What follows belongs to an exercise in optimizing a design on an open flow for small area, a short achievable clock period and few clock cycles per item; a production flow would make more cautious choices. The RTL was checked by simulation tests, not by an equivalence proof against the original design. Power and IR drop assume default switching activity.

$ cat flow/design.v
module lamp_div (
    input  wire [7:0]  r_in,     
    input  wire [3:0]  bits,     
    input  wire [7:0]  m1,       
    input  wire [9:0]  m3,       
    input  wire [10:0] m5,       
    input  wire [10:0] m7,       
    input  wire [11:0] m9,       
    input  wire [11:0] m11,      
    input  wire [11:0] m13,      
    input  wire [11:0] m15,      
    output reg  [7:0]  r_out,    
    output reg  [3:0]  q         
);
    wire [11:0] y = {r_in, bits};
    wire [11:0] mk [0:15];
    assign mk[0]  = 12'd0;
    assign mk[1]  = {4'd0, m1};
    assign mk[2]  = {3'd0, m1, 1'b0};
    assign mk[3]  = {2'd0, m3};
    assign mk[4]  = {2'd0, m1, 2'b00};
    assign mk[5]  = {1'd0, m5};
    assign mk[6]  = {1'd0, m3, 1'b0};
    assign mk[7]  = {1'd0, m7};
    assign mk[8]  = {1'd0, m1, 3'b000};
    assign mk[9]  = m9;
    assign mk[10] = {m5, 1'b0};
    assign mk[11] = m11;
    assign mk[12] = {m3, 2'b00};
    assign mk[13] = m13;
    assign mk[14] = {m7, 1'b0};
    assign mk[15] = m15;
    function ge12(input [11:0] a, input [11:0] b);
        reg [11:0] g, e;
        reg [5:0]  g1, e1;
        reg [2:0]  g2, e2;
        integer i;
        begin
            g = a & ~b;
            e = ~(a ^ b);
            for (i = 0; i < 6; i = i + 1) begin
                g1[i] = g[2*i+1] | (e[2*i+1] & g[2*i]);
                e1[i] = e[2*i+1] & e[2*i];
            end
            for (i = 0; i < 3; i = i + 1) begin
                g2[i] = g1[2*i+1] | (e1[2*i+1] & g1[2*i]);
                e2[i] = e1[2*i+1] & e1[2*i];
            end
            ge12 = g2[2] | (e2[2] & (g2[1] | (e2[1] & (g2[0] | e2[0]))));
        end
    endfunction
    wire [15:0] ge;
    wire [7:0]  dl [0:15];
    assign ge[0] = 1'b1;
    assign dl[0] = y[7:0];
    genvar k;
    generate
        for (k = 1; k < 16; k = k + 1) begin : cmp
            assign ge[k] = ge12(y, mk[k]);
            assign dl[k] = y[7:0] - mk[k][7:0];
        end
    endgenerate
    wire [15:0] sel = ge & ~{1'b0, ge[15:1]};
    integer j;
    always @(*) begin
        q     = 4'd0;
        r_out = 8'd0;
        for (j = 0; j < 16; j = j + 1) begin
            q     = q     | ({4{sel[j]}} & j[3:0]);
            r_out = r_out | ({8{sel[j]}} & dl[j]);
        end
    end
endmodule
module lamp_ctrl (
    input  wire        clk,
    input  wire        rst,
    input  wire        cmd_valid,
    output wire        cmd_ready,
    input  wire [3:0]  cmd_op,
    input  wire [7:0]  cmd_a,
    input  wire [7:0]  cmd_b,
    input  wire [7:0]  cmd_c,
    input  wire [15:0] cmd_m,
    input  wire [31:0] cmd_t,
    output reg         rsp_valid,
    output reg  [15:0] rsp_data
);
    localparam OP_SET_LAMP   = 4'd0;
    localparam OP_READ_STATE = 4'd1;
    localparam OP_READ_DIM   = 4'd2;
    localparam OP_READ_FLASH = 4'd3;
    localparam OP_OFF_ALL    = 4'd4;
    localparam OP_FLASH_ALL  = 4'd5;
    localparam OP_SET_DIV    = 4'd6;
    localparam OP_APPLY      = 4'd7;
    localparam OP_STROBE     = 4'd8;
    localparam OP_LOAD_CYCLE = 4'd9;
    reg  [63:0]  st;         
    reg  [63:0]  dm1;        
    reg  [63:0]  dm2;        
    reg  [511:0] fp;         
    reg  [7:0]   div1, div2;
    reg  [2:0]   bank;
    reg  [31:0]  cycle;
    reg  [7:0]   r1;         
    reg  [7:0]   r2;         
    reg rst_q;
    reg         ready_q;
    reg         cap_q;       
    reg         c_valid;
    reg  [3:0]  c_op;
    reg  [9:0]  c_fop;       
    reg         c_setok;     
    reg         c_divok;     
    reg  [7:0]  c_abank;     
    reg  [7:0]  c_abit;      
    reg  [7:0]  c_a, c_b;
    reg         c_bz;        
    reg         c_c1, c_c2;  
    reg  [7:0]  c_l;         
    reg  [7:0]  c_qh;        
    reg  [5:0]  c_rh;        
    reg         c_m0;        
    reg         c_mlo;       
    reg         c_mhi;       
    reg  [31:0] c_t;
    assign cmd_ready = ready_q;
    wire accept   = cmd_valid && ready_q;
    wire multi_in = (cmd_op == OP_FLASH_ALL) || (cmd_op == OP_APPLY);
    wire strb_in  = (cmd_op == OP_STROBE);
    reg          m_apply;    
    reg          m_mod;      
    reg          first;      
    reg  [1:0]   prep;       
    reg          mfix;       
    reg          tail;       
    reg          wbp;        
    reg          par;        
    reg  [2:0]   acnt;       
    reg  [2:0]   mcnt;       
    reg          mph;        
    reg          mprep;      
    reg  [7:0]   M1;         
    reg  [9:0]   M3;
    reg  [10:0]  M5, M7;
    reg  [11:0]  M9, M11, M13, M15;
    reg  [7:0]   P_cmp;      
    reg  [63:0]  match;      
    reg          w_v;        
    reg  [7:0]   w_fu;       
    reg  [7:0]   w_bank;     
    reg  [7:0]   w_bit;      
    reg  [63:0]  fsel;       
    reg          w_nz;       
    reg          fallp;      
    reg  [7:0]   P_nx;       
    reg          more;       
    reg  [63:0]  pend;       
    reg  [31:0]  Q;          
    reg  [5:0]   r50;        
    reg  [7:0]   RA;         
    wire stall = c_valid && m_mod &&
                 (c_fop[OP_STROBE] || c_fop[OP_FLASH_ALL] || c_fop[OP_APPLY]);
    wire id_ok   = (c_a[7:6] == 2'b00);
    wire x_set   = c_valid && c_setok;
    wire x_off   = c_valid && c_fop[OP_OFF_ALL];
    wire x_fall  = c_valid && !m_mod && c_fop[OP_FLASH_ALL];
    wire x_apply = c_valid && !m_mod && c_fop[OP_APPLY];
    wire x_div   = c_valid && c_fop[OP_SET_DIV];
    wire x_load  = c_valid && c_fop[OP_LOAD_CYCLE];
    wire x_strb  = c_valid && !m_mod && c_fop[OP_STROBE];
    function [13:0] fu_tab(input [5:0] h);
        case (h)
            6'd0: fu_tab = {8'd0, 6'd0};
            6'd1: fu_tab = {8'd5, 6'd6};
            6'd2: fu_tab = {8'd10, 6'd12};
            6'd3: fu_tab = {8'd15, 6'd18};
            6'd4: fu_tab = {8'd20, 6'd24};
            6'd5: fu_tab = {8'd25, 6'd30};
            6'd6: fu_tab = {8'd30, 6'd36};
            6'd7: fu_tab = {8'd35, 6'd42};
            6'd8: fu_tab = {8'd40, 6'd48};
            6'd9: fu_tab = {8'd46, 6'd4};
            6'd10: fu_tab = {8'd51, 6'd10};
            6'd11: fu_tab = {8'd56, 6'd16};
            6'd12: fu_tab = {8'd61, 6'd22};
            6'd13: fu_tab = {8'd66, 6'd28};
            6'd14: fu_tab = {8'd71, 6'd34};
            6'd15: fu_tab = {8'd76, 6'd40};
            6'd16: fu_tab = {8'd81, 6'd46};
            6'd17: fu_tab = {8'd87, 6'd2};
            6'd18: fu_tab = {8'd92, 6'd8};
            6'd19: fu_tab = {8'd97, 6'd14};
            6'd20: fu_tab = {8'd102, 6'd20};
            6'd21: fu_tab = {8'd107, 6'd26};
            6'd22: fu_tab = {8'd112, 6'd32};
            6'd23: fu_tab = {8'd117, 6'd38};
            6'd24: fu_tab = {8'd122, 6'd44};
            6'd25: fu_tab = {8'd128, 6'd0};
            6'd26: fu_tab = {8'd133, 6'd6};
            6'd27: fu_tab = {8'd138, 6'd12};
            6'd28: fu_tab = {8'd143, 6'd18};
            6'd29: fu_tab = {8'd148, 6'd24};
            6'd30: fu_tab = {8'd153, 6'd30};
            6'd31: fu_tab = {8'd158, 6'd36};
            6'd32: fu_tab = {8'd163, 6'd42};
            6'd33: fu_tab = {8'd168, 6'd48};
            6'd34: fu_tab = {8'd174, 6'd4};
            6'd35: fu_tab = {8'd179, 6'd10};
            6'd36: fu_tab = {8'd184, 6'd16};
            6'd37: fu_tab = {8'd189, 6'd22};
            6'd38: fu_tab = {8'd194, 6'd28};
            6'd39: fu_tab = {8'd199, 6'd34};
            6'd40: fu_tab = {8'd204, 6'd40};
            6'd41: fu_tab = {8'd209, 6'd46};
            6'd42: fu_tab = {8'd215, 6'd2};
            6'd43: fu_tab = {8'd220, 6'd8};
            6'd44: fu_tab = {8'd225, 6'd14};
            6'd45: fu_tab = {8'd230, 6'd20};
            6'd46: fu_tab = {8'd235, 6'd26};
            6'd47: fu_tab = {8'd240, 6'd32};
            6'd48: fu_tab = {8'd245, 6'd38};
            6'd49: fu_tab = {8'd250, 6'd44};
            6'd50: fu_tab = {8'd0, 6'd0};
            6'd51: fu_tab = {8'd0, 6'd0};
            6'd52: fu_tab = {8'd0, 6'd0};
            6'd53: fu_tab = {8'd0, 6'd0};
            6'd54: fu_tab = {8'd0, 6'd0};
            6'd55: fu_tab = {8'd0, 6'd0};
            6'd56: fu_tab = {8'd0, 6'd0};
            6'd57: fu_tab = {8'd0, 6'd0};
            6'd58: fu_tab = {8'd0, 6'd0};
            6'd59: fu_tab = {8'd0, 6'd0};
            6'd60: fu_tab = {8'd0, 6'd0};
            6'd61: fu_tab = {8'd0, 6'd0};
            6'd62: fu_tab = {8'd0, 6'd0};
            6'd63: fu_tab = {8'd0, 6'd0};
            default: fu_tab = 14'd0;
        endcase
    endfunction
    function [14:0] t50_tab(input [5:0] r);
        case (r)
            6'd0: t50_tab = {4'd0, 4'd1, 6'd0, 1'b0};
            6'd1: t50_tab = {4'd0, 4'd1, 6'd16, 1'b0};
            6'd2: t50_tab = {4'd0, 4'd1, 6'd32, 1'b0};
            6'd3: t50_tab = {4'd0, 4'd1, 6'd48, 1'b1};
            6'd4: t50_tab = {4'd1, 4'd2, 6'd14, 1'b0};
            6'd5: t50_tab = {4'd1, 4'd2, 6'd30, 1'b0};
            6'd6: t50_tab = {4'd1, 4'd2, 6'd46, 1'b1};
            6'd7: t50_tab = {4'd2, 4'd3, 6'd12, 1'b0};
            6'd8: t50_tab = {4'd2, 4'd3, 6'd28, 1'b0};
            6'd9: t50_tab = {4'd2, 4'd3, 6'd44, 1'b1};
            6'd10: t50_tab = {4'd3, 4'd4, 6'd10, 1'b0};
            6'd11: t50_tab = {4'd3, 4'd4, 6'd26, 1'b0};
            6'd12: t50_tab = {4'd3, 4'd4, 6'd42, 1'b1};
            6'd13: t50_tab = {4'd4, 4'd5, 6'd8, 1'b0};
            6'd14: t50_tab = {4'd4, 4'd5, 6'd24, 1'b0};
            6'd15: t50_tab = {4'd4, 4'd5, 6'd40, 1'b1};
            6'd16: t50_tab = {4'd5, 4'd6, 6'd6, 1'b0};
            6'd17: t50_tab = {4'd5, 4'd6, 6'd22, 1'b0};
            6'd18: t50_tab = {4'd5, 4'd6, 6'd38, 1'b1};
            6'd19: t50_tab = {4'd6, 4'd7, 6'd4, 1'b0};
            6'd20: t50_tab = {4'd6, 4'd7, 6'd20, 1'b0};
            6'd21: t50_tab = {4'd6, 4'd7, 6'd36, 1'b1};
            6'd22: t50_tab = {4'd7, 4'd8, 6'd2, 1'b0};
            6'd23: t50_tab = {4'd7, 4'd8, 6'd18, 1'b0};
            6'd24: t50_tab = {4'd7, 4'd8, 6'd34, 1'b0};
            6'd25: t50_tab = {4'd8, 4'd9, 6'd0, 1'b0};
            6'd26: t50_tab = {4'd8, 4'd9, 6'd16, 1'b0};
            6'd27: t50_tab = {4'd8, 4'd9, 6'd32, 1'b0};
            6'd28: t50_tab = {4'd8, 4'd9, 6'd48, 1'b1};
            6'd29: t50_tab = {4'd9, 4'd10, 6'd14, 1'b0};
            6'd30: t50_tab = {4'd9, 4'd10, 6'd30, 1'b0};
            6'd31: t50_tab = {4'd9, 4'd10, 6'd46, 1'b1};
            6'd32: t50_tab = {4'd10, 4'd11, 6'd12, 1'b0};
            6'd33: t50_tab = {4'd10, 4'd11, 6'd28, 1'b0};
            6'd34: t50_tab = {4'd10, 4'd11, 6'd44, 1'b1};
            6'd35: t50_tab = {4'd11, 4'd12, 6'd10, 1'b0};
            6'd36: t50_tab = {4'd11, 4'd12, 6'd26, 1'b0};
            6'd37: t50_tab = {4'd11, 4'd12, 6'd42, 1'b1};
            6'd38: t50_tab = {4'd12, 4'd13, 6'd8, 1'b0};
            6'd39: t50_tab = {4'd12, 4'd13, 6'd24, 1'b0};
            6'd40: t50_tab = {4'd12, 4'd13, 6'd40, 1'b1};
            6'd41: t50_tab = {4'd13, 4'd14, 6'd6, 1'b0};
            6'd42: t50_tab = {4'd13, 4'd14, 6'd22, 1'b0};
            6'd43: t50_tab = {4'd13, 4'd14, 6'd38, 1'b1};
            6'd44: t50_tab = {4'd14, 4'd15, 6'd4, 1'b0};
            6'd45: t50_tab = {4'd14, 4'd15, 6'd20, 1'b0};
            6'd46: t50_tab = {4'd14, 4'd15, 6'd36, 1'b1};
            6'd47: t50_tab = {4'd15, 4'd0, 6'd2, 1'b0};
            6'd48: t50_tab = {4'd15, 4'd0, 6'd18, 1'b0};
            6'd49: t50_tab = {4'd15, 4'd0, 6'd34, 1'b0};
            6'd50: t50_tab = {4'd0, 4'd1, 6'd0, 1'b0};
            6'd51: t50_tab = {4'd0, 4'd1, 6'd0, 1'b0};
            6'd52: t50_tab = {4'd0, 4'd1, 6'd0, 1'b0};
            6'd53: t50_tab = {4'd0, 4'd1, 6'd0, 1'b0};
            6'd54: t50_tab = {4'd0, 4'd1, 6'd0, 1'b0};
            6'd55: t50_tab = {4'd0, 4'd1, 6'd0, 1'b0};
            6'd56: t50_tab = {4'd0, 4'd1, 6'd0, 1'b0};
            6'd57: t50_tab = {4'd0, 4'd1, 6'd0, 1'b0};
            6'd58: t50_tab = {4'd0, 4'd1, 6'd0, 1'b0};
            6'd59: t50_tab = {4'd0, 4'd1, 6'd0, 1'b0};
            6'd60: t50_tab = {4'd0, 4'd1, 6'd0, 1'b0};
            6'd61: t50_tab = {4'd0, 4'd1, 6'd0, 1'b0};
            6'd62: t50_tab = {4'd0, 4'd1, 6'd0, 1'b0};
            6'd63: t50_tab = {4'd0, 4'd1, 6'd0, 1'b0};
            default: t50_tab = 15'd0;
        endcase
    endfunction
    function [3:0] t50_thr(input [5:0] r);
        case (r)
            6'd0: t50_thr = 4'd0;
            6'd1: t50_thr = 4'd0;
            6'd2: t50_thr = 4'd0;
            6'd3: t50_thr = 4'd2;
            6'd4: t50_thr = 4'd0;
            6'd5: t50_thr = 4'd0;
            6'd6: t50_thr = 4'd4;
            6'd7: t50_thr = 4'd0;
            6'd8: t50_thr = 4'd0;
            6'd9: t50_thr = 4'd6;
            6'd10: t50_thr = 4'd0;
            6'd11: t50_thr = 4'd0;
            6'd12: t50_thr = 4'd8;
            6'd13: t50_thr = 4'd0;
            6'd14: t50_thr = 4'd0;
            6'd15: t50_thr = 4'd10;
            6'd16: t50_thr = 4'd0;
            6'd17: t50_thr = 4'd0;
            6'd18: t50_thr = 4'd12;
            6'd19: t50_thr = 4'd0;
            6'd20: t50_thr = 4'd0;
            6'd21: t50_thr = 4'd14;
            6'd22: t50_thr = 4'd0;
            6'd23: t50_thr = 4'd0;
            6'd24: t50_thr = 4'd0;
            6'd25: t50_thr = 4'd0;
            6'd26: t50_thr = 4'd0;
            6'd27: t50_thr = 4'd0;
            6'd28: t50_thr = 4'd2;
            6'd29: t50_thr = 4'd0;
            6'd30: t50_thr = 4'd0;
            6'd31: t50_thr = 4'd4;
            6'd32: t50_thr = 4'd0;
            6'd33: t50_thr = 4'd0;
            6'd34: t50_thr = 4'd6;
            6'd35: t50_thr = 4'd0;
            6'd36: t50_thr = 4'd0;
            6'd37: t50_thr = 4'd8;
            6'd38: t50_thr = 4'd0;
            6'd39: t50_thr = 4'd0;
            6'd40: t50_thr = 4'd10;
            6'd41: t50_thr = 4'd0;
            6'd42: t50_thr = 4'd0;
            6'd43: t50_thr = 4'd12;
            6'd44: t50_thr = 4'd0;
            6'd45: t50_thr = 4'd0;
            6'd46: t50_thr = 4'd14;
            6'd47: t50_thr = 4'd0;
            6'd48: t50_thr = 4'd0;
            6'd49: t50_thr = 4'd0;
            6'd50: t50_thr = 4'd0;
            6'd51: t50_thr = 4'd0;
            6'd52: t50_thr = 4'd0;
            6'd53: t50_thr = 4'd0;
            6'd54: t50_thr = 4'd0;
            6'd55: t50_thr = 4'd0;
            6'd56: t50_thr = 4'd0;
            6'd57: t50_thr = 4'd0;
            6'd58: t50_thr = 4'd0;
            6'd59: t50_thr = 4'd0;
            6'd60: t50_thr = 4'd0;
            6'd61: t50_thr = 4'd0;
            6'd62: t50_thr = 4'd0;
            6'd63: t50_thr = 4'd0;
            default: t50_thr = 4'd0;
        endcase
    endfunction
    wire [13:0] fu_t   = fu_tab(cmd_m[13:8]);
    wire [8:0]  fu_s   = {3'b000, c_rh} + {1'b0, c_l};
    wire [2:0]  fu_c   = (fu_s >= 9'd300) ? 3'd6 : (fu_s >= 9'd250) ? 3'd5 :
                         (fu_s >= 9'd200) ? 3'd4 : (fu_s >= 9'd150) ? 3'd3 :
                         (fu_s >= 9'd100) ? 3'd2 : (fu_s >= 9'd50)  ? 3'd1 : 3'd0;
    wire [7:0]  fu_q   = c_qh + {5'd0, fu_c};
    reg  [7:0]  fu;
    always @(*) begin
        if (c_m0)
            fu = 8'd0;
        else if (c_mhi)
            fu = 8'd250;
        else if (c_mlo)
            fu = 8'd1;
        else
            fu = fu_q;
    end
    wire [63:0] nz;
    wire [63:0] match_d;
    genvar gi;
    generate
        for (gi = 0; gi < 64; gi = gi + 1) begin : g_cmp
            assign nz[gi]    = |fp[8*gi +: 8];
            assign match_d[gi] = (fp[8*gi +: 8] == P_cmp);
        end
    endgenerate
    wire [63:0] rest = pend & ~match;
    wire [63:0] w_hit;
    wire [63:0] nz_eff;
    generate
        for (gi = 0; gi < 64; gi = gi + 1) begin : g_w
            assign w_hit[gi]  = w_v && w_bank[gi / 8] && w_bit[gi % 8];
            assign nz_eff[gi] = w_hit[gi] ? w_nz : nz[gi];
        end
    endgenerate
    wire [63:0] pe_in = (m_apply && !tail) ? rest : nz_eff;
    wire [63:0] pe_low;      
    lamp_pfx64 u_pfx (.v(pe_in), .o(pe_low));
    wire [63:0] pe_oh  = pe_in & ~pe_low;
    wire        pe_any = pe_low[63] | pe_in[63];
    wire [63:0] a_oh;
    generate
        for (gi = 0; gi < 64; gi = gi + 1) begin : g_aoh
            assign a_oh[gi] = (cmd_a[5:3] == gi / 8) && (cmd_a[2:0] == gi % 8);
        end
    endgenerate
    reg  [7:0] fp_rd;
    integer fj;
    always @(*) begin
        fp_rd = 8'd0;
        for (fj = 0; fj < 64; fj = fj + 1)
            fp_rd = fp_rd | ({8{fsel[fj]}} & fp[8*fj +: 8]);
    end
    wire        t50_wr = x_fall || x_apply ||
                         (m_apply && first && !tail && !lstall && (prep != 2'd0 || acnt <= 3'd4));
    wire [14:0] t50_qs  = t50_tab(r50);         
    wire [3:0]  t50_t   = t50_thr(r50);         
    wire [6:0]  t50_u   = {1'b0, t50_qs[6:1]} + {3'b000, c_t[27:24]};
    wire        t50_ex  = t50_qs[0] && (c_t[27:24] >= t50_t);
    wire [3:0]  q50     = t50_ex ? t50_qs[10:7] : t50_qs[14:11];
    wire [5:0]  r50_out = t50_ex ? (t50_u - 7'd50) : t50_u[5:0];
    wire [7:0] rA_out;
    wire [3:0] qA;
    lamp_div u_lane (
        .r_in(RA), .bits(Q[31:28]),
        .m1(M1), .m3(M3), .m5(M5), .m7(M7), .m9(M9), .m11(M11), .m13(M13), .m15(M15),
        .r_out(rA_out), .q(qA));
    wire round_end = m_apply && (prep == 2'd0) && !tail && (acnt == 3'd6);
    wire mod_half  = m_mod && !mprep && (mcnt == 3'd7);
    wire mod_end   = mod_half && mph;
    wire mod_start = x_div || x_load;
    wire mod_next  = mod_start || (m_mod && !mod_end);
    wire go        = x_fall || x_apply;
    wire        div_ok   = c_valid && c_divok;
    wire        m_pre   = m_apply && (prep == 2'd1);
    wire        m_first = m_apply && (prep == 2'd0) && mfix;
    wire        m_load  = mprep || mod_half || m_first || round_end;
    wire        lstall  = m_first && !tail && (acnt == 3'd0) && (M1[7:3] == 5'd0);
    wire        skipn   = round_end && more && (P_nx[7:3] != 5'd0);
    wire [7:0]  m_src   = P_nx;
    wire [11:0] m_d     = {4'd0, m_src};
    reg ready_n;
    always @(*) begin
        if (accept && (multi_in || (strb_in && mod_next)))
            ready_n = 1'b0;
        else if (stall)
            ready_n = mod_end && (c_op == OP_STROBE);
        else if (x_apply || x_fall)
            ready_n = 1'b0;
        else if (m_apply && prep == 2'd1)
            ready_n = !fallp && !more;
        else if (m_apply)
            ready_n = tail || (prep == 2'd0 && acnt >= 3'd5 && !more);
        else
            ready_n = 1'b1;
    end
    wire        clr_all = rst_q || x_off;
    wire        set_any = x_set && !clr_all;
    wire [63:0] wbm     = {64{wbp}} & pend & match;
    wire [63:0] st_eff  = (st & ~wbm) | (wbm & {64{~par}});
    wire        dm1_wd  = set_any && c_c1;
    wire        dm2_wd  = set_any && c_c2;
    wire [7:0]  fp_wd   = clr_all ? 8'd0 : x_fall ? 8'd10 : w_fu;
    wire [63:0] sel_l;
    generate
        for (gi = 0; gi < 64; gi = gi + 1) begin : g_sel
            assign sel_l[gi] = x_set && c_abank[gi / 8] && c_abit[gi % 8];
        end
    endgenerate
    wire [63:0] st_en   = {64{clr_all}} | sel_l | wbm;
    wire [63:0] dm_en   = {64{clr_all || x_fall}} | sel_l;
    wire [63:0] fp_en   = {64{clr_all || x_fall}} | w_hit;
    wire [63:0] pd_en   = {64{go}} | ({64{wbp}} & match);
    wire [63:0] pd_wd   = {64{go}} & ({64{x_fall}} | nz_eff);
    wire [2:0]  bsel = c_fop[OP_STROBE] ? bank : c_a[5:3];
    wire [7:0]  b_st = st_eff[8*bsel +: 8];
    wire [7:0]  b_d1 = dm1[8*bsel +: 8];
    wire [7:0]  b_d2 = dm2[8*bsel +: 8];
    wire [7:0]  v    = b_st | ({8{r1 != 8'd0}} & b_d1) | ({8{r2 != 8'd0}} & b_d2);
    wire [7:0] r1_inc = r1 + 8'd1;
    wire [7:0] r2_inc = r2 + 8'd1;
    wire       wrap   = &cycle;
    wire w_rd_hit = w_v && |(w_bank & c_abank) && |(w_bit & c_abit);
    integer l;
    always @(posedge clk) begin
        rst_q <= rst;
        if (cap_q) begin
            c_op <= cmd_op;
            c_fop   <= 10'd1 << cmd_op;
            c_setok <= (cmd_op == OP_SET_LAMP) && (cmd_a[7:6] == 2'b00) && (cmd_c <= 8'd2);
            c_divok <= (cmd_op == OP_SET_DIV) && (cmd_a != 8'd0) && (cmd_b != 8'd0);
            c_abank <= 8'd1 << cmd_a[5:3];
            c_abit  <= 8'd1 << cmd_a[2:0];
            c_a  <= cmd_a;
            c_b  <= cmd_b;
            c_bz <= (cmd_b == 8'd0);
            c_c1 <= (cmd_c == 8'd1);
            c_c2 <= (cmd_c == 8'd2);
            c_l  <= cmd_m[7:0];
            c_qh <= fu_t[13:6];
            c_rh <= fu_t[5:0];
            c_m0 <= (cmd_m == 16'd0);
            c_mlo <= (cmd_m < 16'd50);
            c_mhi <= (cmd_m >= 16'd12550);
            c_t  <= cmd_t;
        end else if (t50_wr) begin
            c_t  <= c_t << 4;
        end
        c_valid <= !rst && (accept || stall);
        ready_q <= !rst && ready_n;
        cap_q   <= rst || ready_n;
        rsp_valid <= c_valid && !stall && !rst;
        rsp_data  <= 16'd0;
        if (c_valid) begin
            case (c_op)
            OP_READ_STATE: if (id_ok) rsp_data <= {15'd0, ~b_st[c_a[2:0]]};
            OP_READ_DIM:   if (id_ok) rsp_data <= {14'd0, b_d2[c_a[2:0]], b_d1[c_a[2:0]]};
            OP_READ_FLASH: if (id_ok) rsp_data <= {8'd0, w_rd_hit ? w_fu : fp_rd};
            OP_STROBE:     rsp_data <= {5'd0, bank, v};
            default:       rsp_data <= 16'd0;
            endcase
        end
        w_v <= !rst && set_any;
        if (set_any) begin
            w_fu   <= fu;
            w_nz   <= !c_m0;           
            w_bank <= c_abank;
            w_bit  <= c_abit;
        end
        match <= match_d;
        for (l = 0; l < 64; l = l + 1) begin
            if (st_en[l])  st[l]        <= clr_all || (sel_l[l] ? c_bz : ~par);
            if (dm_en[l])  dm1[l]       <= dm1_wd;
            if (dm_en[l])  dm2[l]       <= dm2_wd;
            if (fp_en[l])  fp[8*l +: 8] <= fp_wd;
            if (pd_en[l])  pend[l]      <= pd_wd[l];
        end
        if (cap_q)
            r50 <= {2'b00, cmd_t[31:28]};
        else if (t50_wr)
            r50 <= r50_out;
        if (mprep || mod_half)
            Q <= cycle;
        else if (m_mod)
            Q <= Q << 4;
        else if (go)
            Q <= {q50, Q[27:0]};
        else if (m_apply && prep == 2'd1)
            Q <= {Q[31:28], q50, Q[23:0]};
        else if (skipn)
            Q <= {Q[23:4], Q[31:24], Q[3:0]};
        else if (!lstall)
            Q <= {Q[27:24], (t50_wr ? q50 : Q[23:20]), Q[19:4], Q[31:28], Q[3:0]};
        P_cmp <= M1;
        fsel  <= (accept && cmd_op == OP_READ_FLASH) ? a_oh :
                 x_fall ? 64'd1 : pe_oh;
        if (mod_start)
            P_nx <= c_divok ? c_a : div1;
        else if (mprep)
            P_nx <= div2;
        else if (!m_mod)
            P_nx <= fp_rd;
        more  <= pe_any;
        if (m_pre) begin
            M1  <= fp_rd;
            M3  <= 10'h3FF;
            M5  <= 11'h7FF;
            M7  <= 11'h7FF;
            M9  <= 12'hFFF;
            M11 <= 12'hFFF;
            M13 <= 12'hFFF;
            M15 <= 12'hFFF;
        end else if (m_load) begin
            M1  <= m_src;
            M3  <= (m_d << 1) + m_d;
            M5  <= (m_d << 2) + m_d;
            M7  <= (m_d << 3) - m_d;
            M9  <= (m_d << 3) + m_d;
            M11 <= (m_d << 3) + (m_d << 1) + m_d;
            M13 <= (m_d << 3) + (m_d << 2) + m_d;
            M15 <= (m_d << 4) - m_d;
        end
        wbp <= round_end;
        if (round_end)
            par <= qA[0];
        if (rst) begin
            m_apply <= 1'b0;
            prep    <= 2'd0;
            tail    <= 1'b0;
            first   <= 1'b0;
            acnt    <= 3'd0;
        end else if (go) begin
            m_apply <= 1'b1;
            prep    <= 2'd1;
            tail    <= 1'b0;
            first   <= 1'b1;
            fallp   <= x_fall;
        end else if (m_apply) begin
            if (prep == 2'd1) begin
                prep    <= 2'd0;
                acnt    <= 3'd0;
                RA      <= 8'd0;
                mfix    <= 1'b1;
                if (!fallp && !more)
                    m_apply <= 1'b0;
            end else if (tail) begin
                m_apply <= 1'b0;
                tail    <= 1'b0;
            end else if (round_end) begin
                first   <= 1'b0;
                acnt    <= skipn ? 3'd1 : 3'd0;
                RA      <= skipn ? {4'b0000, Q[27:24]} : 8'd0;
                tail    <= !more;
            end else if (lstall) begin
                mfix    <= 1'b0;
            end else begin
                mfix    <= 1'b0;
                acnt    <= acnt + 3'd1;
                RA      <= rA_out;
            end
        end
        if (rst) begin
            m_mod <= 1'b0;
            mprep <= 1'b0;
            mph   <= 1'b0;
            mcnt  <= 3'd0;
        end else if (mod_start) begin
            m_mod <= 1'b1;
            mprep <= 1'b1;
            mph   <= 1'b0;
        end else if (mprep) begin
            mprep <= 1'b0;
            mcnt  <= 3'd0;
            RA    <= 8'd0;
        end else if (m_mod) begin
            mcnt  <= mcnt + 3'd1;
            RA    <= mod_half ? 8'd0 : rA_out;
            if (mod_half)
                mph <= 1'b1;
            if (mod_end)
                m_mod <= 1'b0;
        end
        if (rst_q) begin
            div1  <= 8'd2;
            div2  <= 8'd3;
            bank  <= 3'd0;
            cycle <= 32'd0;
            r1    <= 8'd0;
            r2    <= 8'd0;
        end else begin
            if (div_ok) begin
                div1 <= c_a;
                div2 <= c_b;
            end
            if (x_load) begin
                cycle <= c_t;
                bank  <= 3'd0;
            end
            if (mod_half && !mph)
                r1 <= rA_out;
            if (mod_end)
                r2 <= rA_out;
            if (x_strb) begin
                bank <= bank + 3'd1;
                if (bank == 3'd7) begin
                    cycle <= cycle + 32'd1;
                    r1 <= (wrap || r1_inc == div1) ? 8'd0 : r1_inc;
                    r2 <= (wrap || r2_inc == div2) ? 8'd0 : r2_inc;
                end
            end
        end
    end
endmodule
module lamp_pfx64 (
    input  wire [63:0] v,
    output wire [63:0] o
);
    wire [63:0] p [0:6];
    assign p[0] = {v[62:0], 1'b0};
    genvar l, j;
    generate
        for (l = 0; l < 6; l = l + 1) begin : lv
            for (j = 0; j < 64; j = j + 1) begin : b
                if (j >= (1 << l)) begin : o
                    assign p[l+1][j] = p[l][j] | p[l][j - (1 << l)];
                end else begin : c
                    assign p[l+1][j] = p[l][j];
                end
            end
        end
    endgenerate
    assign o = p[6];
endmodule
$ cat flow/run.sh
#!/bin/bash
# synth_recipe.tcl (not shown) runs the flow's synth.tcl, then flattens the netlist and writes it again
# the make line also repeats each setting of config.mk as NAME=value (left out here)
make -C /OpenROAD-flow-scripts/flow DESIGN_CONFIG=/design/flow/config.mk WORK_HOME=/design/flow/orfs CLKGATE_MAP_FILE= SYNTH_SCRIPT=/design/flow/synth_recipe.tcl finish
$ cat flow/config.mk
export PLATFORM = sky130hd
export DESIGN_NAME = lamp_ctrl
export DESIGN_NICKNAME = lamp_ctrl
export VERILOG_FILES = /design/flow/design.v
export SDC_FILE = /design/flow/constraint.sdc
export NUM_CORES = 4
export LEC_CHECK = 0
export CAP_MARGIN = 20
export CORE_MARGIN = 2
export CORE_UTILIZATION = 60
export SLEW_MARGIN = 20
$ cat flow/constraint.sdc
create_clock -name core_clock -period 12.0 [get_ports {clk}]
set_input_delay 2.4000 -clock core_clock [delete_from_list [all_inputs] [get_ports {clk}]]
set_output_delay 2.4000 -clock core_clock [all_outputs]
set_load 0.01 [all_outputs]
==> results of run 1 <==
-- routing by layer --
metal  up-vias  GRT usage [%]
met5         -           6.00
met4        42           28.7
met3      1273           24.8
met2      5507           63.8
met1     30500           62.0
li1      26300              -
-- cells by family (layout without fill, tap and decap cells) --
family	Yosys count	count (layout)
AO/OA/AOI/OAI	1510	1510
multiplexers	112	112
other	1	41
buffers and inverters	654	661
XOR/XNOR	648	648
flip-flops	1259	1259
adder cells (fa/ha/maj)	265	265
AND/OR/NAND/NOR	2614	2614
-- power groups by stage --
stage | Clock [mW] | Combinational (mW) | Sequential [mW]
detailed placement | 0 | 4.45 | 5.51
finish | 4.35 | 4.69 | 5.45
global placement | 0 | 4.37 | 5.50
floorplan | 0 | 3.06 | 5.39
global route | 4.50 | 5.00 | 5.47
CTS | 4.33 | 4.49 | 5.42
-- worst max-delay path by stage --
stage,slack [ns],endpoint,startpoint,cells past startpoint
4_1_cts,7.35,r50[5],r50[2],13
3_3_place_gp,6.65,fsel[27],cmd_op[0],9
2_1_floorplan,7.79,fsel[35],cmd_valid,8
3_5_place_dp,6.61,fsel[29],cmd_op[1],9
6_report,7.30,fsel[30],cmd_op[1],9
5_1_grt,6.94,r50[5],r50[2],13
-- sequential cells by signal, indices dropped and copies added (netlist names), 11 cells and up --
register and cells:
c_t 31, pend 64, cycle 32, rsp_data 11, dm2 64, fsel 64, Q 32, st 64
match 64, fp 512, dm1 64
-- through the flow --
| step | hold WS (ns) | power [mW] | setup slack (ns) | instance area [µm²] |
|---|---|---|---|---|
| floorplan | 0.348 | 8.46 | 7.79 | 71500 |
| global placement | 0.360 | 9.86 | 6.65 | 73600 |
| detailed placement | 0.362 | 9.96 | 6.61 | 73600 |
| CTS | 0.378 | 14.2 | 7.35 | 78200 |
| global route | 0.410 | 15.0 | 6.94 | 78300 |
| finish | 0.383 | 14.5 | 7.30 | 78300 |
-- cells in the final DEF (no fill, tap or decap), types with 168 or more instances in the layout --
cell type and instances:
ha_1 236, nand2_1 836, nand3_1 376, dfxtp_1 299, a21oi_1 264, o21ai_0 264
nand4_1 211, edfxtp_1 948, nor2_1 437, xnor2_1 601, a22oi_1 168, inv_1 208
-- final cells by class --
class / instances / share of cell area, %
diodes: 36 / 0.115
clock buffers: 180 / 4.89
clock inverters: 70 / 0.955
inverters: 210 / 1.01
multi-input cells: 5154 / 44.0
flip-flops and latches: 1259 / 44.4
well taps: 1536 / 2.45
repair buffers: 201 / 2.24
==> impl_results.md, run 1 <==
- Outcome: timing/DRC/antenna clean
- P_int: just over 9 mW
- PortBufs: approximately 90
- Hold_buf cts: 0
- Critical Path Source Type: input pin
- Share of the synthesized area in the top cell type: approximately 40%
- Max Slew Vio Count: 0
- Starting Density: 60.5%
- GPL Wtd Cong: around 1.2
- Post-synth EDFFs: 948
- Total CTS buffers: 137
- Critical-path maximum fanout: 13
- Syn avg cell area: 10.1 µm²
- Cell taking the most area after synthesis: edfxtp_1
- Core area: roughly 120,000 µm²
- Drt drc: 0
- R2R cell count: 13
- CP bufs+invs: 2
- Clock Sink Count: 1,259
- Max Clock Freq: 0.213 GHz
- Non-filler cells, final: around 8,600
- First-pass GRT wire length: ~420,000 µm
- CTS tree: done
- Sequential Power Share: 37.6%
- Hold depth: 0
- Max_cap viols: 0
- Register area: ~35,000 µm²
- Most used DFF post-synth: edfxtp_1
- Worst r2r dst: r50[5]
- Period utilization: between 30% and 40%
- Top-count cell post-synth: edfxtp_1
- DR vias/cell: about 7.4
- Clk slew on worst S/H paths: 0.06 ns
- GR Util All Layers: around 48%
- Final number of setup-violating endpoints: 0
- Post-synthesis compound-gate area fraction: between 10 and 15%
- Share of cells above drive strength 1: 7.04%
- Chip Width: 349 µm
- LEAKAGE: 28.5 nW
- Gr ovfl total: 0
- Worst skew pair latency: between 0.8 and 0.9 ns
- Vias in the first global route: 57,200
- CP Data Required Time: about 13 ns
- Async S/R FF share, synth: 0%
- Power Density: 185 nW/µm²
- Average wire per standard cell: 34.9 µm
- Clock Path Buffers: 3
- Cells after DPL: approximately 8,400
- Unrepaired setup endpoints after global routing: false
- CTS-repair resized insts: 0
- Met3 wire len: around 53,000 µm
- Worst EP arrival: 5.41 ns
- CTS Root Cell: clkbuf_16
- Post-route ant nets: 0
- Combinational fraction of design power: 32.4%
- CP top delay family: simple AND/OR/NAND/NOR gates
- Tmin final: approximately 4.7 ns
- Area taken by multi-input logic gates: roughly 34,000 µm²
- Clock group share of total power: 30.0%
- Largest family of logic cells by synthesized area: simple AND/OR/NAND/NOR gates
- Mux contribution to synthesized area: 2.03%
- WHS Endpoint: P_cmp[1]
- Via count: between 60,000 and 70,000
- Uppermost layer routed: met5
- Yosys Warn Count: 3
- Mapped Cells: just over 7,000
- Pin count of the biggest net entering global routing: around 100
- WL met1: around 110,000 µm
- Simple-Gate Fraction of Synth Area: 18.3%
- CTS HTree Levels: 4
- Synth top area cells: edfxtp_1, dfxtp_1, xnor2_1
- Post-DP HPWL: 219,000 µm
- Post-synthesis cell type count: roughly 110
- Top cells by count, synth: edfxtp_1, nand2_1, xnor2_1, nor2_1, nand3_1
- Post-CTS Setup Inserts: 0
- XOR/XNOR Fraction of Synth Area: 7.98%
- Setup TNS Final: 0 ns
- Fin util: between 60% and 70%
- Switching power: between 5 and 6 mW
- Routed WL: 302,000 µm
- Final-report hold violation count: 0
- HP Start: M1[1]
- Routed wl met2: about 120,000 µm
- # nets final: 7,306
- FF-to-FF setup slack: roughly 7.3 ns
- DRT Pass-1 Iters: 9
- Row count: 126
- Sw Ratio: 35.6%
- Worst IR Drop VDD: approximately 0.18 mV
- Post-synthesis to final-layout area growth: 9.62%
- Crit-path cells: clkdlybuf4s50_1 -> nand2_1 -> nor4_2 -> buf_4 -> or4_1 -> nor4_4 -> nor2b_1 -> nand4_1 -> o32ai_1
- Filler cells: approximately 9,100
- Critical Path Slowest Stage Cell: or4_1
- HP Class: reg2reg
- Reg2reg start: r50[2]
- Initial antenna violation count: 42
- Die span in y: about 350 µm
- Measured slew at the worst slew-check pin: approximately 1.4 ns
- Synth Area in Adders: 4.93%
- Worst Setup Path Type: in2reg
- Seq/Total Area, Yosys: 48.6%
- Slew headroom: under 10%
- Synth Register Bits: 1,259
- DR iter-0 viols: approximately 12,000
- CP max stage delay: a little over 0.7 ns
- Critical Path Sink Type: flip-flop
- Mapped cell area: 71,400 µm²
- Die area: around 120,000 µm²
- Setup Skew: approximately 0.043 ns
- Num ports: 97
Testbench counts, summed over its fixed seeds: cycles 11,155, items 3,200.
==> inputs of run 2 (changes only) <==
--- a/flow/design.v
+++ b/flow/design.v
@@ -157,10 +157,12 @@
     reg          more;       
     reg  [63:0]  pend;       
     reg  [31:0]  Q;          
-    reg  [5:0]   r50;        
+    reg  [4:0]   r50;        
     reg  [7:0]   RA;         
+    wire strb_wait = (bank == 3'd7) || (|dm2[8*bank +: 8]) ||
+                     (!mph && (|dm1[8*bank +: 8]));
     wire stall = c_valid && m_mod &&
-                 (c_fop[OP_STROBE] || c_fop[OP_FLASH_ALL] || c_fop[OP_APPLY]);
+                 ((c_fop[OP_STROBE] && strb_wait) || c_fop[OP_FLASH_ALL] || c_fop[OP_APPLY]);
     wire id_ok   = (c_a[7:6] == 2'b00);
     wire x_set   = c_valid && c_setok;
     wire x_off   = c_valid && c_fop[OP_OFF_ALL];
@@ -168,7 +170,7 @@
     wire x_apply = c_valid && !m_mod && c_fop[OP_APPLY];
     wire x_div   = c_valid && c_fop[OP_SET_DIV];
     wire x_load  = c_valid && c_fop[OP_LOAD_CYCLE];
-    wire x_strb  = c_valid && !m_mod && c_fop[OP_STROBE];
+    wire x_strb  = c_valid && !stall && c_fop[OP_STROBE];
     function [13:0] fu_tab(input [5:0] h);
         case (h)
             6'd0: fu_tab = {8'd0, 6'd0};
@@ -238,142 +240,78 @@
             default: fu_tab = 14'd0;
         endcase
     endfunction
-    function [14:0] t50_tab(input [5:0] r);
+    function [13:0] t25_tab(input [4:0] r);
         case (r)
-            6'd0: t50_tab = {4'd0, 4'd1, 6'd0, 1'b0};
-            6'd1: t50_tab = {4'd0, 4'd1, 6'd16, 1'b0};
-            6'd2: t50_tab = {4'd0, 4'd1, 6'd32, 1'b0};
-            6'd3: t50_tab = {4'd0, 4'd1, 6'd48, 1'b1};
-            6'd4: t50_tab = {4'd1, 4'd2, 6'd14, 1'b0};
-            6'd5: t50_tab = {4'd1, 4'd2, 6'd30, 1'b0};
-            6'd6: t50_tab = {4'd1, 4'd2, 6'd46, 1'b1};
-            6'd7: t50_tab = {4'd2, 4'd3, 6'd12, 1'b0};
-            6'd8: t50_tab = {4'd2, 4'd3, 6'd28, 1'b0};
-            6'd9: t50_tab = {4'd2, 4'd3, 6'd44, 1'b1};
-            6'd10: t50_tab = {4'd3, 4'd4, 6'd10, 1'b0};
-            6'd11: t50_tab = {4'd3, 4'd4, 6'd26, 1'b0};
-            6'd12: t50_tab = {4'd3, 4'd4, 6'd42, 1'b1};
-            6'd13: t50_tab = {4'd4, 4'd5, 6'd8, 1'b0};
-            6'd14: t50_tab = {4'd4, 4'd5, 6'd24, 1'b0};
-            6'd15: t50_tab = {4'd4, 4'd5, 6'd40, 1'b1};
-            6'd16: t50_tab = {4'd5, 4'd6, 6'd6, 1'b0};
-            6'd17: t50_tab = {4'd5, 4'd6, 6'd22, 1'b0};
-            6'd18: t50_tab = {4'd5, 4'd6, 6'd38, 1'b1};
-            6'd19: t50_tab = {4'd6, 4'd7, 6'd4, 1'b0};
-            6'd20: t50_tab = {4'd6, 4'd7, 6'd20, 1'b0};
-            6'd21: t50_tab = {4'd6, 4'd7, 6'd36, 1'b1};
-            6'd22: t50_tab = {4'd7, 4'd8, 6'd2, 1'b0};
-            6'd23: t50_tab = {4'd7, 4'd8, 6'd18, 1'b0};
-            6'd24: t50_tab = {4'd7, 4'd8, 6'd34, 1'b0};
-            6'd25: t50_tab = {4'd8, 4'd9, 6'd0, 1'b0};
-            6'd26: t50_tab = {4'd8, 4'd9, 6'd16, 1'b0};
-            6'd27: t50_tab = {4'd8, 4'd9, 6'd32, 1'b0};
-            6'd28: t50_tab = {4'd8, 4'd9, 6'd48, 1'b1};
-            6'd29: t50_tab = {4'd9, 4'd10, 6'd14, 1'b0};
-            6'd30: t50_tab = {4'd9, 4'd10, 6'd30, 1'b0};
-            6'd31: t50_tab = {4'd9, 4'd10, 6'd46, 1'b1};
-            6'd32: t50_tab = {4'd10, 4'd11, 6'd12, 1'b0};
-            6'd33: t50_tab = {4'd10, 4'd11, 6'd28, 1'b0};
-            6'd34: t50_tab = {4'd10, 4'd11, 6'd44, 1'b1};
-            6'd35: t50_tab = {4'd11, 4'd12, 6'd10, 1'b0};
-            6'd36: t50_tab = {4'd11, 4'd12, 6'd26, 1'b0};
-            6'd37: t50_tab = {4'd11, 4'd12, 6'd42, 1'b1};
-            6'd38: t50_tab = {4'd12, 4'd13, 6'd8, 1'b0};
-            6'd39: t50_tab = {4'd12, 4'd13, 6'd24, 1'b0};
-            6'd40: t50_tab = {4'd12, 4'd13, 6'd40, 1'b1};
-            6'd41: t50_tab = {4'd13, 4'd14, 6'd6, 1'b0};
-            6'd42: t50_tab = {4'd13, 4'd14, 6'd22, 1'b0};
-            6'd43: t50_tab = {4'd13, 4'd14, 6'd38, 1'b1};
-            6'd44: t50_tab = {4'd14, 4'd15, 6'd4, 1'b0};
-            6'd45: t50_tab = {4'd14, 4'd15, 6'd20, 1'b0};
-            6'd46: t50_tab = {4'd14, 4'd15, 6'd36, 1'b1};
-            6'd47: t50_tab = {4'd15, 4'd0, 6'd2, 1'b0};
-            6'd48: t50_tab = {4'd15, 4'd0, 6'd18, 1'b0};
-            6'd49: t50_tab = {4'd15, 4'd0, 6'd34, 1'b0};
-            6'd50: t50_tab = {4'd0, 4'd1, 6'd0, 1'b0};
-            6'd51: t50_tab = {4'd0, 4'd1, 6'd0, 1'b0};
-            6'd52: t50_tab = {4'd0, 4'd1, 6'd0, 1'b0};
-            6'd53: t50_tab = {4'd0, 4'd1, 6'd0, 1'b0};
-            6'd54: t50_tab = {4'd0, 4'd1, 6'd0, 1'b0};
-            6'd55: t50_tab = {4'd0, 4'd1, 6'd0, 1'b0};
-            6'd56: t50_tab = {4'd0, 4'd1, 6'd0, 1'b0};
-            6'd57: t50_tab = {4'd0, 4'd1, 6'd0, 1'b0};
-            6'd58: t50_tab = {4'd0, 4'd1, 6'd0, 1'b0};
-            6'd59: t50_tab = {4'd0, 4'd1, 6'd0, 1'b0};
-            6'd60: t50_tab = {4'd0, 4'd1, 6'd0, 1'b0};
-            6'd61: t50_tab = {4'd0, 4'd1, 6'd0, 1'b0};
-            6'd62: t50_tab = {4'd0, 4'd1, 6'd0, 1'b0};
-            6'd63: t50_tab = {4'd0, 4'd1, 6'd0, 1'b0};
-            default: t50_tab = 15'd0;
+            5'd0: t25_tab = {4'd0, 4'd1, 5'd0, 1'b0};
+            5'd1: t25_tab = {4'd0, 4'd1, 5'd16, 1'b1};
+            5'd2: t25_tab = {4'd1, 4'd2, 5'd7, 1'b0};
+            5'd3: t25_tab = {4'd1, 4'd2, 5'd23, 1'b1};
+            5'd4: t25_tab = {4'd2, 4'd3, 5'd14, 1'b1};
+            5'd5: t25_tab = {4'd3, 4'd4, 5'd5, 1'b0};
+            5'd6: t25_tab = {4'd3, 4'd4, 5'd21, 1'b1};
+            5'd7: t25_tab = {4'd4, 4'd5, 5'd12, 1'b1};
+            5'd8: t25_tab = {4'd5, 4'd6, 5'd3, 1'b0};
+            5'd9: t25_tab = {4'd5, 4'd6, 5'd19, 1'b1};
+            5'd10: t25_tab = {4'd6, 4'd7, 5'd10, 1'b1};
+            5'd11: t25_tab = {4'd7, 4'd8, 5'd1, 1'b0};
+            5'd12: t25_tab = {4'd7, 4'd8, 5'd17, 1'b1};
+            5'd13: t25_tab = {4'd8, 4'd9, 5'd8, 1'b0};
+            5'd14: t25_tab = {4'd8, 4'd9, 5'd24, 1'b1};
+            5'd15: t25_tab = {4'd9, 4'd10, 5'd15, 1'b1};
+            5'd16: t25_tab = {4'd10, 4'd11, 5'd6, 1'b0};
+            5'd17: t25_tab = {4'd10, 4'd11, 5'd22, 1'b1};
+            5'd18: t25_tab = {4'd11, 4'd12, 5'd13, 1'b1};
+            5'd19: t25_tab = {4'd12, 4'd13, 5'd4, 1'b0};
+            5'd20: t25_tab = {4'd12, 4'd13, 5'd20, 1'b1};
+            5'd21: t25_tab = {4'd13, 4'd14, 5'd11, 1'b1};
+            5'd22: t25_tab = {4'd14, 4'd15, 5'd2, 1'b0};
+            5'd23: t25_tab = {4'd14, 4'd15, 5'd18, 1'b1};
+            5'd24: t25_tab = {4'd15, 4'd0, 5'd9, 1'b0};
+            5'd25: t25_tab = {4'd0, 4'd1, 5'd0, 1'b0};
+            5'd26: t25_tab = {4'd0, 4'd1, 5'd0, 1'b0};
+            5'd27: t25_tab = {4'd0, 4'd1, 5'd0, 1'b0};
+            5'd28: t25_tab = {4'd0, 4'd1, 5'd0, 1'b0};
+            5'd29: t25_tab = {4'd0, 4'd1, 5'd0, 1'b0};
+            5'd30: t25_tab = {4'd0, 4'd1, 5'd0, 1'b0};
+            5'd31: t25_tab = {4'd0, 4'd1, 5'd0, 1'b0};
+            default: t25_tab = 14'd0;
         endcase
     endfunction
-    function [3:0] t50_thr(input [5:0] r);
+    function [3:0] t25_thr(input [4:0] r);
         case (r)
-            6'd0: t50_thr = 4'd0;
-            6'd1: t50_thr = 4'd0;
-            6'd2: t50_thr = 4'd0;
-            6'd3: t50_thr = 4'd2;
-            6'd4: t50_thr = 4'd0;
-            6'd5: t50_thr = 4'd0;
-            6'd6: t50_thr = 4'd4;
-            6'd7: t50_thr = 4'd0;
-            6'd8: t50_thr = 4'd0;
-            6'd9: t50_thr = 4'd6;
-            6'd10: t50_thr = 4'd0;
-            6'd11: t50_thr = 4'd0;
-            6'd12: t50_thr = 4'd8;
-            6'd13: t50_thr = 4'd0;
-            6'd14: t50_thr = 4'd0;
-            6'd15: t50_thr = 4'd10;
-            6'd16: t50_thr = 4'd0;
-            6'd17: t50_thr = 4'd0;
-            6'd18: t50_thr = 4'd12;
-            6'd19: t50_thr = 4'd0;
-            6'd20: t50_thr = 4'd0;
-            6'd21: t50_thr = 4'd14;
-            6'd22: t50_thr = 4'd0;
-            6'd23: t50_thr = 4'd0;
-            6'd24: t50_thr = 4'd0;
-            6'd25: t50_thr = 4'd0;
-            6'd26: t50_thr = 4'd0;
-            6'd27: t50_thr = 4'd0;
-            6'd28: t50_thr = 4'd2;
-            6'd29: t50_thr = 4'd0;
-            6'd30: t50_thr = 4'd0;
-            6'd31: t50_thr = 4'd4;
-            6'd32: t50_thr = 4'd0;
-            6'd33: t50_thr = 4'd0;
-            6'd34: t50_thr = 4'd6;
-            6'd35: t50_thr = 4'd0;
-            6'd36: t50_thr = 4'd0;
-            6'd37: t50_thr = 4'd8;
-            6'd38: t50_thr = 4'd0;
-            6'd39: t50_thr = 4'd0;
-            6'd40: t50_thr = 4'd10;
-            6'd41: t50_thr = 4'd0;
-            6'd42: t50_thr = 4'd0;
-            6'd43: t50_thr = 4'd12;
-            6'd44: t50_thr = 4'd0;
-            6'd45: t50_thr = 4'd0;
-            6'd46: t50_thr = 4'd14;
-            6'd47: t50_thr = 4'd0;
-            6'd48: t50_thr = 4'd0;
-            6'd49: t50_thr = 4'd0;
-            6'd50: t50_thr = 4'd0;
-            6'd51: t50_thr = 4'd0;
-            6'd52: t50_thr = 4'd0;
-            6'd53: t50_thr = 4'd0;
-            6'd54: t50_thr = 4'd0;
-            6'd55: t50_thr = 4'd0;
-            6'd56: t50_thr = 4'd0;
-            6'd57: t50_thr = 4'd0;
-            6'd58: t50_thr = 4'd0;
-            6'd59: t50_thr = 4'd0;
-            6'd60: t50_thr = 4'd0;
-            6'd61: t50_thr = 4'd0;
-            6'd62: t50_thr = 4'd0;
-            6'd63: t50_thr = 4'd0;
-            default: t50_thr = 4'd0;
+            5'd0: t25_thr = 4'd0;
+            5'd1: t25_thr = 4'd9;
+            5'd2: t25_thr = 4'd0;
+            5'd3: t25_thr = 4'd2;
+            5'd4: t25_thr = 4'd11;
+            5'd5: t25_thr = 4'd0;
+            5'd6: t25_thr = 4'd4;
+            5'd7: t25_thr = 4'd13;
+            5'd8: t25_thr = 4'd0;
+            5'd9: t25_thr = 4'd6;
+            5'd10: t25_thr = 4'd15;
+            5'd11: t25_thr = 4'd0;
+            5'd12: t25_thr = 4'd8;
+            5'd13: t25_thr = 4'd0;
+            5'd14: t25_thr = 4'd1;
+            5'd15: t25_thr = 4'd10;
+            5'd16: t25_thr = 4'd0;
+            5'd17: t25_thr = 4'd3;
+            5'd18: t25_thr = 4'd12;
+            5'd19: t25_thr = 4'd0;
+            5'd20: t25_thr = 4'd5;
+            5'd21: t25_thr = 4'd14;
+            5'd22: t25_thr = 4'd0;
+            5'd23: t25_thr = 4'd7;
+            5'd24: t25_thr = 4'd0;
+            5'd25: t25_thr = 4'd0;
+            5'd26: t25_thr = 4'd0;
+            5'd27: t25_thr = 4'd0;
+            5'd28: t25_thr = 4'd0;
+            5'd29: t25_thr = 4'd0;
+            5'd30: t25_thr = 4'd0;
+            5'd31: t25_thr = 4'd0;
+            default: t25_thr = 4'd0;
         endcase
     endfunction
     wire [13:0] fu_t   = fu_tab(cmd_m[13:8]);
@@ -431,12 +369,12 @@
     end
     wire        t50_wr = x_fall || x_apply ||
                          (m_apply && first && !tail && !lstall && (prep != 2'd0 || acnt <= 3'd4));
-    wire [14:0] t50_qs  = t50_tab(r50);         
-    wire [3:0]  t50_t   = t50_thr(r50);         
-    wire [6:0]  t50_u   = {1'b0, t50_qs[6:1]} + {3'b000, c_t[27:24]};
-    wire        t50_ex  = t50_qs[0] && (c_t[27:24] >= t50_t);
-    wire [3:0]  q50     = t50_ex ? t50_qs[10:7] : t50_qs[14:11];
-    wire [5:0]  r50_out = t50_ex ? (t50_u - 7'd50) : t50_u[5:0];
+    wire [13:0] t50_qs  = t25_tab(r50);         
+    wire [3:0]  t50_t   = t25_thr(r50);         
+    wire [5:0]  t50_u   = {1'b0, t50_qs[5:1]} + {2'b00, c_t[28:25]};
+    wire        t50_ex  = t50_qs[0] && (c_t[28:25] >= t50_t);
+    wire [3:0]  q50     = t50_ex ? t50_qs[9:6] : t50_qs[13:10];
+    wire [4:0]  r50_out = t50_ex ? (t50_u - 6'd25) : t50_u[4:0];
     wire [7:0] rA_out;
     wire [3:0] qA;
     lamp_div u_lane (
@@ -554,7 +492,7 @@
             if (pd_en[l])  pend[l]      <= pd_wd[l];
         end
         if (cap_q)
-            r50 <= {2'b00, cmd_t[31:28]};
+            r50 <= {2'b00, cmd_t[31:29]};
         else if (t50_wr)
             r50 <= r50_out;
         if (mprep || mod_half)
--- a/flow/config.mk
+++ b/flow/config.mk
@@ -8,4 +8,5 @@
 export CAP_MARGIN = 20
 export CORE_MARGIN = 2
 export CORE_UTILIZATION = 60
+export CTS_BUF_LIST = sky130_fd_sc_hd__clkbuf_4 sky130_fd_sc_hd__clkbuf_8
 export SLEW_MARGIN = 20
==> impl_results.md, run 2 <==
- Outcome: timing/DRC/antenna clean
- Pin count of the biggest net entering global routing: 93
- Post-DP HPWL: ~210,000 µm
- Critical-path maximum fanout: 68
- CP bufs+invs: 3
- Top-count cell post-synth: edfxtp_1
- Cell taking the most area after synthesis: edfxtp_1
- DR vias/cell: about 7.2
- CP Data Required Time: around 13 ns
- Worst skew pair latency: 1.00 ns
- Clk slew on worst S/H paths: approximately 0.070 ns
- Tmin final: roughly 4.7 ns
- Starting Density: roughly three fifths
- Row count: between 100 and 150
- CTS-repair resized insts: 0
- Async S/R FF share, synth: 0%
- HP Class: reg2reg
- CTS tree: done
- PortBufs: 91
- LEAKAGE: between 20 and 30 nW
- Most frequent cells in the layout: edfxtp_1, nand2_1, xnor2_1
- Routed wl met2: about 120,000 µm
- Critical Path Sink Type: flip-flop
- Critical Path Stages: 7
- Reg2reg start: m_mod
- Average wire per standard cell: 33.9 µm
- Die span in y: approximately 350 µm
- Worst Setup Path Type: reg2reg
- Total CTS buffers: ~200
- Synth top area cells: edfxtp_1, dfxtp_1, xnor2_1
- Largest Register: fp
- Post-synth EDFFs: about 950
- CTS Root Cell: clkbuf_8
- Period utilization: just under 40%
- Uppermost layer routed: met5
- Vias in the first global route: 57,000
- Slew headroom: about an eighth
- Max_cap viols: 0
- Clock Path Buffers: 3
- Post-CTS Setup Inserts: 0
- Worst IR Drop VDD: 0.147 mV
- Seq/Total Area, Yosys: between 40% and 50%
- Initial antenna violation count: 21
- Worst EP arrival: approximately 5.3 ns
- Top cells by count, synth: edfxtp_1, nand2_1, xnor2_1, nor2_1
- Drt drc: 0
- Crit path from: m_mod
- Worst r2r dst: fp[444]
- Hold_buf cts: 0
- Num ports: between 90 and 100
- Die area: between 100,000 and 150,000 µm²
- Via count: between 60,000 and 70,000
- Routed WL: approximately 290,000 µm
- Post-synthesis to final-layout area growth: 9.27%
- Overall power: between 10 and 15 mW
- Core area: 117,000 µm²
- GR Util All Layers: between 40 and 50%
- # nets final: 7,290
- Critical Path Slowest Stage Cell: buf_4
- First-pass GRT wire length: between 400,000 and 500,000 µm
- Area taken by multi-input logic gates: roughly 34,000 µm²
- WL met1: just under 100,000 µm
- Mapped cell area: 70,700 µm²
- Max Slew Vio Count: 0
- Syn avg cell area: around 10 µm²
- DR iter-0 viols: about 11,000
- GPL Wtd Cong: 1.10
- Post-route ant nets: 0
- Synth Register Bits: around 1,300
- Register area: approximately 35,000 µm²
- Share of cells above drive strength 1: approximately 8.9%
- Share of the synthesized area in the top cell type: between 40 and 50%
- Gr ovfl total: 0
- R2R cell count: 7
- Yosys Warn Count: 3
- Critical Path Source Type: flip-flop
- Most frequent cell on the critical path: buf_4
- CP max stage delay: between 1 and 1.5 ns
- Unrepaired setup endpoints after global routing: false
- Commonest non-fill, non-tap cell in the layout: edfxtp_1
- Filler cells: between 9,000 and 10,000
- Post-synthesis cell type count: 99
- Crit-path cells: nor2b_1 -> and2_0 -> buf_4 -> nor2b_4 -> buf_4 -> buf_4 -> nand2_1
- Setup Skew: 0.0611 ns
- Power Density: roughly 180 nW/µm²
- Setup TNS Final: 0 ns
- Max reg flops: just over 500
- Measured slew at the worst slew-check pin: between 1 and 1.5 ns
- CTS HTree Levels: 4
- Clock Sink Count: between 1,000 and 1,500
- Worst Setup EP: fp[444]
- Mapped Cells: 6,958
- FF-to-FF setup slack: 7.34 ns
- Met3 wire len: ~44,000 µm
- Max Clock Freq: about 0.21 GHz
- DRT Pass-1 Iters: 13
- Most used DFF post-synth: edfxtp_1
- Final-report hold violation count: 0
- Final number of setup-violating endpoints: 0
- Chip Width: 347 µm
- CP top delay family: buffers and inverters
run 2: changes by cell type after synthesis, sizes merged, moves of 33 or more:
cell and delta:
a21oi +72, and3 -38, nor2 +54, o21ai +42
clkbuf -33, nand3 -81
run 2: through the flow:
step	setup WS (ns)	instance area, µm²	cells	util [%]	hold WS (ns)
floorplan	8.02	70700	6962	-	0.348
global placement	6.78	72700	8254	62.4	0.357
detailed placement	6.74	72700	8254	62.4	0.361
CTS	7.61	77000	8634	66.1	0.390
global route	7.30	77200	8649	66.3	0.404
finish	7.34	77300	8662	66.3	0.393
run 2: final cells by class:
type	instances	share of cell area [%]
antenna	19	0.0615
timing repair buffer	206	2.34
clock inverter	94	1.03
clock buffer	286	4.58
multi-input combinational	5062	43.6
tap	1524	2.47
inverter	212	1.03
sequential	1259	44.9
run 2: cell families (layout without fill, tap and decap cells):
group           Yosys count  count (layout)  share of synthesized area, %
mux                     130             130                          2.51
fa+ha+maj               267             267                          5.02
other cells               1              24                       0.00530
simple gates           2455            2455                          17.0
buf+inv                 641             798                          3.66
xor+xnor                674             674                          8.35
flops                  1259            1259                          49.1
compound gates         1531            1531                          14.4
run 2: how the worst min path moves through the flow:
stage          start        to  slack [ns]  depth (start not counted)
2_1_floorplan  M1[1]  P_cmp[1]        0.35                          0
3_3_place_gp   M1[1]  P_cmp[1]        0.36                          0
3_5_place_dp   M1[2]  P_cmp[2]        0.36                          0
4_1_cts        M1[2]  P_cmp[2]        0.39                          0
5_1_grt        M1[2]  P_cmp[2]        0.40                          0
6_report       M1[2]  P_cmp[2]        0.39                          0
run 2: where the power goes:
group,total [mW],switching (mW),internal [mW]
registers,5.45,0.380,5.07
logic,4.54,2.83,1.71
clock network,4.02,1.89,2.12
total,14.0,5.11,8.90
run 2: metal layers:
layer / up-vias / track usage [%]
li1: 25900 / -
met1: 29700 / 57.6
met2: 5347 / 68.7
met3: 1402 / 19.7
met4: 16 / 35.1
met5: - / 2.36
Testbench counts of run 2, summed over its fixed seeds: cycles 10,866, items 3,200.
==> inputs of run 3 (changes only) <==
--- a/flow/design.v
+++ b/flow/design.v
@@ -354,10 +354,11 @@
     lamp_pfx64 u_pfx (.v(pe_in), .o(pe_low));
     wire [63:0] pe_oh  = pe_in & ~pe_low;
     wire        pe_any = pe_low[63] | pe_in[63];
+    wire        rf_in = (cmd_op == OP_READ_FLASH);
     wire [63:0] a_oh;
     generate
         for (gi = 0; gi < 64; gi = gi + 1) begin : g_aoh
-            assign a_oh[gi] = (cmd_a[5:3] == gi / 8) && (cmd_a[2:0] == gi % 8);
+            assign a_oh[gi] = rf_in && (cmd_a[5:3] == gi / 8) && (cmd_a[2:0] == gi % 8);
         end
     endgenerate
     reg  [7:0] fp_rd;
@@ -508,8 +509,7 @@
         else if (!lstall)
             Q <= {Q[27:24], (t50_wr ? q50 : Q[23:20]), Q[19:4], Q[31:28], Q[3:0]};
         P_cmp <= M1;
-        fsel  <= (accept && cmd_op == OP_READ_FLASH) ? a_oh :
-                 x_fall ? 64'd1 : pe_oh;
+        fsel  <= ready_q ? a_oh : x_fall ? 64'd1 : pe_oh;
         if (mod_start)
             P_nx <= c_divok ? c_a : div1;
         else if (mprep)
==> impl_results.md, run 3 <==
- DRT Pass-1 Iters: 10
- GR Util All Layers: 48.5%
- FF-to-FF setup slack: roughly 7.2 ns
- Most used DFF post-synth: edfxtp_1
- Reg2reg start: w_v
- Clock group share of total power: between 20% and 30%
- Critical Path Sink Type: flip-flop
- Combinational fraction of design power: 32.6%
- Power Density: about 180 nW/µm²
- Syn avg cell area: slightly above 10 µm²
- Num ports: 97
- CTS HTree Levels: 4
- Non-filler cells, final: roughly 8,700
- Period utilization: between 40% and 50%
- Filler cells: around 9,000
- Largest Register: fp
- Setup TNS Final: 0 ns
- Crit path from: w_v
- Unrepaired setup endpoints after global routing: false
- Sw Ratio: a little over a third
- Final-report hold violation count: 0
- Crit-path cells: buf_4 -> buf_4 -> and4b_1 -> a31oi_1 -> a2111oi_2 -> nand3_1 -> nor4_2 -> and2_4 -> nand2_4 -> or2_1 -> o32ai_2
- Met1 Use GR: 58.0%
- Post-synthesis cell type count: about 100
- Starting Density: 60.3%
- Max Slew Vio Count: 0
- Worst Setup EP: fsel[49]
- Vias in the first global route: around 58,000
- Via count: 63,100
- Post-route ant nets: 0
- Share of cells above drive strength 1: around 8.7%
- Worst IR Drop VDD: between 0.1 and 0.15 mV
- LEAKAGE: 28.5 nW
- Post-DP HPWL: approximately 210,000 µm
- Commonest non-fill, non-tap cell in the layout: edfxtp_1
- Critical Path Stages: 11
- Initial antenna violation count: 39
- Clock Path Buffers: 3
- Share of the synthesized area in the top cell type: 40.1%
- Max reg flops: between 500 and 600
- Hold_buf cts: 0
- Async S/R FF share, synth: 0%
- CTS Root Cell: clkbuf_8
- Mapped Cells: about 7,000
- CTS tree: done
- CP Data Required Time: between 10 and 15 ns
- Setup Skew: around 0.084 ns
- DR vias/cell: 7.22
- Area taken by multi-input logic gates: about 34,000 µm²
- Met2 Use GR: a little over two thirds
- Most frequent cell on the critical path: buf_4
- Top cells by count, synth: edfxtp_1, nand2_1, xnor2_1, nor2_1, nand3_1
- Seq/Total Area, Yosys: between 40% and 50%
- Slew headroom: between 10% and 20%
- CP top delay family: simple AND/OR/NAND/NOR gates
- Pin count of the biggest net entering global routing: approximately 110
- Critical Path Source Type: flip-flop
- Final number of setup-violating endpoints: 0
- Top-count cell post-synth: edfxtp_1
- Tmin final: slightly below 5 ns
- Max Clock Freq: around 0.21 GHz
- Row count: between 100 and 150
- CP bufs+invs: 2
- Routed WL: 299,000 µm
- Die area: 121,000 µm²
- Clk slew on worst S/H paths: around 0.060 ns
- Clock Sink Count: ~1,300
- Worst r2r dst: fsel[49]
- Core area: around 120,000 µm²
- Worst skew pair latency: approximately 0.99 ns
- # nets final: approximately 7,300
- Sequential Power Share: between 30 and 40%
- Hold depth: 0
- Most frequent cells in the layout: edfxtp_1, nand2_1, xnor2_1
- CTS-repair resized insts: 0
- Yosys Warn Count: 3
- PortBufs: 91
- Gr ovfl total: 0
- Switching power: ~5 mW
- CP max stage delay: between 0.7 and 0.8 ns
- GPL Wtd Cong: approximately 1.1
- Chip Width: between 300 and 400 µm
- HP Start: M1[1]
- P_int: between 8 and 9 mW
- Register area: around 35,000 µm²
- R2R cell count: 11
- Die span in y: between 300 and 400 µm
- Drt drc: 0
- Global routing usage on met3: 19.5%
- Synth top area cells: edfxtp_1, dfxtp_1, xnor2_1
- Synth Register Bits: around 1,300
- Total CTS buffers: 208
- Outcome: timing/DRC/antenna clean
- First-pass GRT wire length: approximately 420,000 µm
- Post-synth EDFFs: ~950
- Post-synthesis to final-layout area growth: 9.35%
- Cell taking the most area after synthesis: edfxtp_1
- HP Class: reg2reg
- DR iter-0 viols: 11,000
- Average wire per standard cell: between 30 and 40 µm
- Critical-path maximum fanout: 55
- Worst EP arrival: 5.63 ns
[run 3: cell types whose count changed in the layout (fill, tap and decap cells not counted), moves of 21 or more]
cell,change
a22oi_1,-142
a221oi_1,+77
nand3_1,+68
a22o_1,+67
a21oi_1,-58
nand2_1,+37
and3_1,+30
nor3_1,-26
o22ai_1,+21
[run 3: metal layers]
layer  vias to the layer above  part of all wire (%)
met5                         -                  0.18
met4                        28                    10
met3                      1449                    15
met2                      5440                    41
met1                     30000                    33
li1                      26200                     -
[run 3: power groups by stage]
stage | clock network [mW] | logic, mW | registers (mW)
floorplan | 0 | 3.03 | 5.39
global placement | 0 | 4.33 | 5.49
detailed placement | 0 | 4.42 | 5.50
CTS | 4.02 | 4.45 | 5.41
global route | 4.22 | 4.88 | 5.45
finish | 4.04 | 4.58 | 5.44
[run 3: kinds of logic (layout without fill, tap and decap cells)]
kind of cell             count (synthesis)  in the layout  synth area share [%]
AND/OR/NAND/NOR                       2597           2597                  17.9
AO/OA/AOI/OAI                         1482           1482                  14.4
flip-flops                            1259           1259                  48.9
XOR/XNOR                               662            662                  8.17
buffers and inverters                  627            780                  3.55
adder cells (fa/ha/maj)                268            268                  5.02
multiplexers                           108            108                  2.01
other                                    1             37               0.00528
[run 3: worst min path at each step]
stage               endpoint  slack (ns)
floorplan           P_cmp[1]        0.35
global placement    P_cmp[1]        0.37
detailed placement  P_cmp[1]        0.37
CTS                 P_cmp[7]        0.39
global route        P_cmp[2]        0.41
finish              P_cmp[1]        0.39
[run 3: per-stage QoR]
step | hold WS (ns) | utilization (%) | cell area [µm²] | power, mW | setup WS (ns)
global placement | 0.374 | 62.1 | 73000 | 9.82 | 6.89
CTS | 0.391 | 65.8 | 77400 | 13.9 | 7.49
floorplan | 0.348 | - | 71000 | 8.41 | 7.76
detailed placement | 0.373 | 62.1 | 73000 | 9.92 | 6.93
finish | 0.387 | 66.0 | 77600 | 14.1 | 7.20
global route | 0.410 | 65.9 | 77500 | 14.5 | 7.17
[run 3: cell type report]
class,count,share of cell area (%)
Antenna cell,32,0.103
Clock inverter,61,0.664
Sequential cell,1259,44.8
Tap cell,1536,2.48
Timing Repair Buffer,198,2.27
Clock buffer,319,5.02
Multi-Input combinational cell,5122,43.7
Inverter,202,0.977
Testbench counts of run 3, summed over its fixed seeds: cycles 10,866, items 3,200.
